What follows belongs to an exercise in optimizing a design on an open flow for small area; a production flow would make more cautious choices. At most, simulation tests tie the RTL to the original design; equivalence was not proved. Power figures rest on the tool's default switching activity, not on a simulated workload.

==> job 1685 <==
## csb_top
module csb_top (
    input  wire        clk,
    input  wire        rst,           
    input  wire        ctl_valid,
    input  wire [31:0] ctl_word,
    output reg         resp_valid,
    output wire [1:0]  resp_code,
    output reg  [31:0] resp_value,
    output reg         lc_line_valid,
    output wire [1:0]  lc_line,
    output reg         lc_role_valid,
    output wire        lc_role,
    output wire [1:0]  lc_pull,
    output reg         obs_valid,
    output wire [1:0]  obs_mask,
    input  wire        cap_valid,
    input  wire [31:0] cap_word,
    output reg         cap_rearm,     
    output wire        meas_req,
    output wire [2:0]  meas_ch,
    input  wire        meas_ack,
    input  wire        meas_err,
    input  wire [15:0] meas_data,
    output wire        tx_valid,
    output wire [7:0]  tx_data,
    input  wire        tx_ready,
    output wire        sleep_req,
    output wire [23:0] sleep_us,
    input  wire        timer_done
);
clock: 10.0 ns
lec_check: 0
cap_margin: 10
core_margin: 2
core_utilization: 70
slew_margin: 10
standard.sh (not shown) runs the stock make flow with config.mk's settings and CLKGATE_MAP_FILE= SYNTH_SCRIPT=/design/flow/synth_recipe.tcl, a recipe that flattens the netlist after the stock synthesis.
==> flow/flow/run.sh <==
#!/bin/bash
# Layout flow: the standard flow, except
#  - synthesis maps the logic with Yosys's default (area-oriented) ABC script,
#    with more area-recovery rounds, instead of ORFS's speed script; registers are mapped exactly as in the
#    standard synthesis, and this is checked against it (falling back to the
#    standard synthesis if they differ);
#  - clock tree: clkbuf_8 leaf clusters of up to 16 sinks and no dummy loads;
#  - port buffers: buf_1 on every input and output port.
# Floorplan, power grid, placement, routing and finishing are standard.sh's.
set -euo pipefail
W=$(pwd)

python3 - "$W" <<'PY'
import sys, os
w = sys.argv[1]
src = open(os.path.join(os.environ["FLOW_HOME"], "scripts", "synth.tcl")).read()
old = "  log_cmd abc {*}$abc_args\n"
assert src.count(old) == 1, "abc call not found"
src = src.replace(old, "  log_cmd abc {*}$lib_args {*}$lib_dont_use_args -script {+strash;&get,-n;&fraig,-x;&put;scorr;dc2;dretime;strash;&get,-n;&dch,-f;&nf,-R,1000;&put}\n")
open(os.path.join(w, "own_synth.tcl"), "w").write(src)
b = open(os.path.join(w, "synth_recipe.tcl")).read()
line = "source $::env(SCRIPTS_DIR)/synth.tcl"
assert b.count(line) == 1, "synth.tcl source line not found"
open(os.path.join(w, "own_synth_recipe.tcl"), "w").write(b.replace(line, "source " + os.path.join(w, "own_synth.tcl")))
PY

MK=$(grep '^make ' standard.sh)
MK=${MK//'"${@:-finish}"'/synth}
# reference: the standard synthesis, in its own folder
REF=${MK//"WORK_HOME=$W/orfs"/"WORK_HOME=$W/ref_orfs"}
echo "$REF" > ref_synth_cmd.txt
eval "$REF" > ref_synth.log 2>&1
# own synthesis
OWN=${MK//synth_recipe.tcl/own_synth_recipe.tcl}
echo "$OWN" > own_synth_cmd.txt
eval "$OWN" > own_synth.log 2>&1

python3 - "$W" > reg_check.log 2>&1 <<'PY' || { echo "registers differ: standard synthesis" >> reg_check.log; rm -rf "$W/orfs"; }
import sys, re
w = sys.argv[1]
def regs(p):
    t = open(p).read()
    return sorted(re.findall(r'^\s*(sky130_fd_sc_hd__\w*df\w*)\s+(\S+)\s*\(', t, re.M))
a = regs(w + "/ref_orfs/results/sky130hd/csb_top/base/1_2_yosys.v")
b = regs(w + "/orfs/results/sky130hd/csb_top/base/1_2_yosys.v")
print(len(a), len(b))
sys.exit(0 if a == b and a else 1)
PY
rm -rf "$W/ref_orfs/objects" "$W/ref_orfs/results"

export CTS_ARGS="-sink_clustering_enable -repair_clock_nets -sink_clustering_size 16 -sink_clustering_max_diameter 60 -buf_list {sky130_fd_sc_hd__clkbuf_8} -dont_use_dummy_load"
export BUFFER_PORTS_ARGS="-buffer_cell sky130_fd_sc_hd__buf_1"
bash standard.sh > standard_finish.log 2>&1
==> job 8822 (differences from job 1685) <==
--- a/flow/flow/run.sh
+++ b/flow/flow/run.sh
@@ -1,11 +1,10 @@
 #!/bin/bash
 # Layout flow: the standard flow, except
-#  - synthesis maps the logic with Yosys's default (area-oriented) ABC script,
-#    with more area-recovery rounds, instead of ORFS's speed script; registers are mapped exactly as in the
+#  - synthesis maps the logic with Yosys's default (area-oriented) ABC script
+#    instead of ORFS's speed script; registers are mapped exactly as in the
 #    standard synthesis, and this is checked against it (falling back to the
 #    standard synthesis if they differ);
-#  - clock tree: clkbuf_8 leaf clusters of up to 16 sinks and no dummy loads;
-#  - port buffers: buf_1 on every input and output port.
+#  - clock tree: larger sink clusters and no dummy loads.
 # Floorplan, power grid, placement, routing and finishing are standard.sh's.
 set -euo pipefail
 W=$(pwd)
@@ -16,7 +15,7 @@
 src = open(os.path.join(os.environ["FLOW_HOME"], "scripts", "synth.tcl")).read()
 old = "  log_cmd abc {*}$abc_args\n"
 assert src.count(old) == 1, "abc call not found"
-src = src.replace(old, "  log_cmd abc {*}$lib_args {*}$lib_dont_use_args -script {+strash;&get,-n;&fraig,-x;&put;scorr;dc2;dretime;strash;&get,-n;&dch,-f;&nf,-R,1000;&put}\n")
+src = src.replace(old, "  log_cmd abc {*}$lib_args {*}$lib_dont_use_args\n")
 open(os.path.join(w, "own_synth.tcl"), "w").write(src)
 b = open(os.path.join(w, "synth_recipe.tcl")).read()
 line = "source $::env(SCRIPTS_DIR)/synth.tcl"
- CORE_UTILIZATION: 70 -> 55
==> impl_results.md <==
* Result of the run: complete, no violations
* Fraction of synthesized area in multiplexers at 0.225%
* Arrival time worst endpoint at 6.50 ns
* Setup crit start: phase[2]
the above is filed under job 8822

==> impl_results.md <==
* Result of the run: complete, no violations
* Design area at 68500 µm²
* Setup crit start: phase[3]
* Arrival time worst endpoint at 6.59 ns
* Worst Slack Setup Final at 1.41 ns
* Area of combinational cells with multiple inputs at roughly 19000 µm²
* Total negative slack for setup checks at 0 ns
* Highest signal layer in the routed design: met5
the above is filed under job 1685


---

==> run P <==
csb_top, a different RTL version from the one above (not shown whole).
Settings: LEC_CHECK=0, CAP_MARGIN=0, CORE_MARGIN=2, CORE_UTILIZATION=55, SLEW_MARGIN=0; clock period 10.0 ns.
==> flow/flow/run.sh <==
#!/bin/bash
# Layout flow: the standard flow, except that synthesis maps the logic with
# Yosys's default area-oriented ABC script instead of ORFS's speed script.
# Everything else (register mapping, flattening, renaming, floorplan, power grid,
# placement, CTS, routing) is the standard flow via standard.sh.
set -euo pipefail
W=$(pwd)

# synthesis script: synth_recipe.tcl sourcing a copy of ORFS's synth.tcl whose
# only change is the ABC mapping call
python3 - "$W" <<'PY'
import sys, re, os
w = sys.argv[1]
src = open(os.path.join(os.environ["FLOW_HOME"], "scripts", "synth.tcl")).read()
old = "  log_cmd abc {*}$abc_args\n"
assert src.count(old) == 1, "abc call not found"
src = src.replace(old, "  log_cmd abc {*}$lib_args {*}$lib_dont_use_args\n")
open(os.path.join(w, "own_synth.tcl"), "w").write(src)
b = open(os.path.join(w, "synth_recipe.tcl")).read()
line = "source $::env(SCRIPTS_DIR)/synth.tcl"
assert b.count(line) == 1, "synth.tcl source line not found"
open(os.path.join(w, "own_synth_recipe.tcl"), "w").write(b.replace(line, "source " + os.path.join(w, "own_synth.tcl")))
PY

# the standard make command, with the synthesis script swapped and target synth
MK=$(grep '^make ' standard.sh)
MK=${MK//synth_recipe.tcl/own_synth_recipe.tcl}
MK=${MK//'"${@:-finish}"'/synth}
echo "$MK" > own_synth_cmd.txt
eval "$MK" > own_synth.log 2>&1

# the rest of the standard flow; clock tree: larger sink clusters, no dummy loads
export CTS_ARGS="-sink_clustering_enable -repair_clock_nets -sink_clustering_size 24 -sink_clustering_max_diameter 80 -buf_list {sky130_fd_sc_hd__clkbuf_8 sky130_fd_sc_hd__clkbuf_16} -dont_use_dummy_load"
bash standard.sh > standard_finish.log 2>&1
==> inputs of run C, as changes to run P <==
--- a/flow/design.v
+++ b/flow/design.v
@@ -204,24 +204,26 @@
     reg [1:0]  t_line_sel;
     reg        t_suppress;
     reg        t_autostop;
     reg [1:0]  wn;
     reg [31:0] crc_next;
     reg [31:0] stall_next;
+    integer    mi;
     reg        p_lost, p_wake, p_seq_zero;    
     reg        pl_load;
     reg [1:0]  pl_src;
     wire [PAYLOAD_MAX*8-1:0] pl_next;
     csb_plmux u_plmux (
-        .sel ({pl_src == 2'd3, pl_src == 2'd2, pl_src == 2'd1, pl_src == 2'd0}),
+        .sel ({pl_src == 2'd3, pl_src == 2'd2, pl_src == 2'd1, pl_src == 2'd0} & {4{pl_load}}),
         .d   (slot_data),
         .y   (pl_next)
     );
     always @(posedge clk)
-        if (pl_load)
-            pkt_pl <= pl_next;
+        pkt_pl <= pl_next | ({PAYLOAD_MAX*8{~pl_load}} & pkt_pl);
+    always @(posedge clk)
+        resp_value <= (ctl_valid && op == 8'h08 && ctl_code == RC_OK) ? rd_value : 32'd0;
     always @(posedge clk) begin
         slot_len  <= t_len;
         slot_line <= t_line;
         slot_type <= t_type;
         slot_part <= t_part;
     end
@@ -320,12 +322,25 @@
                 t_cyc = (t_cyc == K - 1) ? 4'd0 : t_cyc + 4'd1;
             end
             default: ;
         endcase
         if (rst) pl_load = 1'b0;
     end
+    reg [5:0] sel_len;
+    reg [7:0] sel_type;
+    reg       sel_part, sel_line;
+    integer   si;
+    always @(*) begin
+        sel_len = 6'd0; sel_type = 8'd0; sel_part = 1'b0; sel_line = 1'b0;
+        for (si = 0; si < NSLOTS; si = si + 1) begin
+            sel_len  = sel_len  | (t_len[si*6 +: 6]  & {6{pl_src == si}});
+            sel_type = sel_type | (t_type[si*8 +: 8] & {8{pl_src == si}});
+            sel_part = sel_part | (t_part[si] & (pl_src == si));
+            sel_line = sel_line | (t_line[si] & (pl_src == si));
+        end
+    end
     always @(posedge clk) begin
         if (rst) begin
             pw <= 2'd0;
             pr <= 2'd0;
             pbase <= 2'd0;
             lost_pending <= 1'b0;
@@ -357,13 +372,12 @@
             lc_line_valid <= 1'b0;
             lc_role_valid <= 1'b0;
             obs_valid     <= 1'b0;
             cap_rearm     <= 1'b0;
         end else begin
             resp_valid    <= ctl_valid;
-            resp_value    <= (ctl_valid && op == 8'h08 && ctl_code == RC_OK) ? rd_value : 32'd0;
             lc_line_valid <= ctl_exec && op == 8'h03;
             lc_role_valid <= ctl_exec && op == 8'h04;
             obs_valid     <= ctl_exec && op == 8'h01 && ctl_word[8];
             if (ctl_valid)
                 err_code <= ctl_code;
             if (ctl_exec && op == 8'h04) begin
@@ -392,18 +406,17 @@
                         aborted  <= 1'b0;
                         phase    <= (t_cyc == 4'd0) ? PH_TELEM : PH_ASSEMBLE;
                     end
                 end
                 PH_TELEM: begin
                     if (meas_ack) begin
-                        if (!meas_err) begin
-                            tel[tch*16 +: 16] <= meas_data;
-                            meas_errs[tch] <= 1'b0;
-                        end else begin
-                            meas_errs[tch] <= 1'b1;
-                        end
+                        if (!meas_err)
+                            for (mi = 0; mi < 5; mi = mi + 1)
+                                if (tch == mi) tel[mi*16 +: 16] <= meas_data;
+                        for (mi = 0; mi < 5; mi = mi + 1)
+                            if (tch == mi) meas_errs[mi] <= meas_err;
                         if (tch == 3'd4) begin
                             tch <= 3'd0;
                             if (in_window(tel[15:0]))
                                 active <= (t_line_sel == 2'd1);
                             else if (in_window(tel[31:16]))
                                 active <= (t_line_sel != 2'd2);
@@ -411,19 +424,19 @@
                         end else begin
                             tch <= tch + 3'd1;
                         end
                     end
                 end
                 PH_ASSEMBLE: begin
-                    pkt_plen <= pl_load ? t_len[pl_src*6 +: 6] : 6'd0;
+                    pkt_plen <= pl_load ? sel_len : 6'd0;
                     if (t_cyc < TAKE_CYCLES) begin
                         if (pl_load) begin
-                            pkt_tcode <= t_type[pl_src*8 +: 8];
-                            pkt_part  <= t_part[pl_src];
+                            pkt_tcode <= sel_type;
+                            pkt_part  <= sel_part;
                             pkt_lost  <= p_lost;
-                            pkt_pol   <= t_line[pl_src];
+                            pkt_pol   <= sel_line;
                         end else begin
                             pkt_tcode <= 8'd0;
                             pkt_part  <= 1'b0;
                             pkt_lost  <= p_lost;
                             pkt_pol   <= active;
                         end
==> flow/flow/run.sh (replaced) <==
#!/bin/bash
# Layout flow: the standard flow, except
#  - synthesis maps the logic with Yosys's default (area-oriented) ABC script,
#    with more area-recovery rounds, instead of ORFS's speed script; registers are mapped exactly as in the
#    standard synthesis, and this is checked against it (falling back to the
#    standard synthesis if they differ);
#  - clock tree: clkbuf_8 leaf clusters of up to 16 sinks and no dummy loads;
#  - port buffers: buf_1 on every input and output port.
# Floorplan, power grid, placement, routing and finishing are standard.sh's.
set -euo pipefail
W=$(pwd)

python3 - "$W" <<'PY'
import sys, os
w = sys.argv[1]
src = open(os.path.join(os.environ["FLOW_HOME"], "scripts", "synth.tcl")).read()
old = "  log_cmd abc {*}$abc_args\n"
assert src.count(old) == 1, "abc call not found"
src = src.replace(old, "  log_cmd abc {*}$lib_args {*}$lib_dont_use_args -script {+strash;&get,-n;&fraig,-x;&put;scorr;dc2;dretime;strash;&get,-n;&dch,-f;&nf,-R,1000;&put}\n")
open(os.path.join(w, "own_synth.tcl"), "w").write(src)
b = open(os.path.join(w, "synth_recipe.tcl")).read()
line = "source $::env(SCRIPTS_DIR)/synth.tcl"
assert b.count(line) == 1, "synth.tcl source line not found"
open(os.path.join(w, "own_synth_recipe.tcl"), "w").write(b.replace(line, "source " + os.path.join(w, "own_synth.tcl")))
PY

MK=$(grep '^make ' standard.sh)
MK=${MK//'"${@:-finish}"'/synth}
# reference: the standard synthesis, in its own folder
REF=${MK//"WORK_HOME=$W/orfs"/"WORK_HOME=$W/ref_orfs"}
echo "$REF" > ref_synth_cmd.txt
eval "$REF" > ref_synth.log 2>&1
# own synthesis
OWN=${MK//synth_recipe.tcl/own_synth_recipe.tcl}
echo "$OWN" > own_synth_cmd.txt
eval "$OWN" > own_synth.log 2>&1

python3 - "$W" > reg_check.log 2>&1 <<'PY' || { echo "registers differ: standard synthesis" >> reg_check.log; rm -rf "$W/orfs"; }
import sys, re
w = sys.argv[1]
def regs(p):
    t = open(p).read()
    return sorted(re.findall(r'^\s*(sky130_fd_sc_hd__\w*df\w*)\s+(\S+)\s*\(', t, re.M))
a = regs(w + "/ref_orfs/results/sky130hd/csb_top/base/1_2_yosys.v")
b = regs(w + "/orfs/results/sky130hd/csb_top/base/1_2_yosys.v")
print(len(a), len(b))
sys.exit(0 if a == b and a else 1)
PY
rm -rf "$W/ref_orfs/objects" "$W/ref_orfs/results"

export CTS_ARGS="-sink_clustering_enable -repair_clock_nets -sink_clustering_size 16 -sink_clustering_max_diameter 60 -buf_list {sky130_fd_sc_hd__clkbuf_8} -dont_use_dummy_load"
export BUFFER_PORTS_ARGS="-buffer_cell sky130_fd_sc_hd__buf_1"
bash standard.sh > standard_finish.log 2>&1
- CAP_MARGIN: 0 -> 10
- SLEW_MARGIN: 0 -> 10
==> comparison table <==
metric                                                                                                       run P                    run C
Proportion of cell area occupied by multi-input gates                                                        25.0%                    27.0%
Instance count of the mapped netlist                                                                         4,833                    4,802
Fraction of post-synthesis cell area in the top cell type by area                                            62.4%                    51.3%
Source of the critical timing path                                                                        phase[0]                 phase[2]
Syn Area/Cell                                                                                             13.6 um2                 13.2 um2
Final period demand of the worst path                                                                      8.97 ns                  8.86 ns
Cells on worst reg2reg path                                                                                     15                       19
Count of standard-cell rows                                                                                    126                      124
Sum of buffers and inverters on the critical path                                                                3                        7
Invs w/o clock                                                                                                  60                       48
Clock latency on the worst-skew pair                                                                       0.74 ns                  0.89 ns
Total power                                                                                               0.0113 W                 0.0110 W
Result of the run                                                                       complete, but fails checks  complete, no violations
Reasons for failing layout checks                                  max-capacitance violations, max-slew violations                        -
Routability cong.                                                                                             1.12                    0.989
Worst Tran Pin Value                                                                                       1.48 ns                  1.31 ns
Portion of netlist area occupied by mux cells                                                               0.262%                   0.257%
Number of signal-net buffers in the layout                                                                     306                      310
Combinational logic power                                                                               0.000190 W               0.000252 W
Highest net fanout along the worst path                                                                         11                       16
PD cells                                                                                                155 nW/um2               160 nW/um2
Relative contribution of sequential cells to total power                                                     66.6%                    67.4%
Routed length on met2                                                                                   102,000 um               100,000 um
Grt met3 use                                                                                                 8.96%                    6.70%
Critical path destination                                                                               tx_data[7]               tx_data[3]
Non-clk buf share                                                                                            4.02%                    2.69%
Flip-flop and latch area                                                                                47,500 um2               44,600 um2
Worst hold slack                                                                                          0.450 ns                 0.427 ns
The RTL of run P was laid out without a check of its function.

## afterwards: timing with drivers on the ports
In the flow no input, the clock included, has a driving cell. The finished layouts below were timed again as built, in two steps. Step 1 (the two cells are an assumption about what drives the block):
set clk [get_ports {clk}]
set_driving_cell -lib_cell sky130_fd_sc_hd__clkbuf_16 $clk
set_driving_cell -lib_cell sky130_fd_sc_hd__buf_2 [delete_from_list [all_inputs] $clk]
Step 2 adds t to the input delays and takes it off the output delays; t is the mean of the earliest and latest rising clock arrival at the registers after step 1. Input paths then give back, and output paths get back, about the clock's delay inside the block. Three values: ideal, step 1, step 2; two values: the first two.
run	t, ns	setup WS [ns]	worst data-port slew with drivers (ns)
job 1685	0.901	1.412 / 1.342 / 1.196	0.11
job 8822	0.922	1.498 / 1.422 / 1.343	0.13
run P	0.762	1.034 / 0.961 / 1.427	0.08
run C	0.906	1.145 / 1.070 / 1.190	0.14
For job 1685, which loses most, drivers alone change the setup slack by -0.070 ns; drivers and shift together by -0.216 ns.
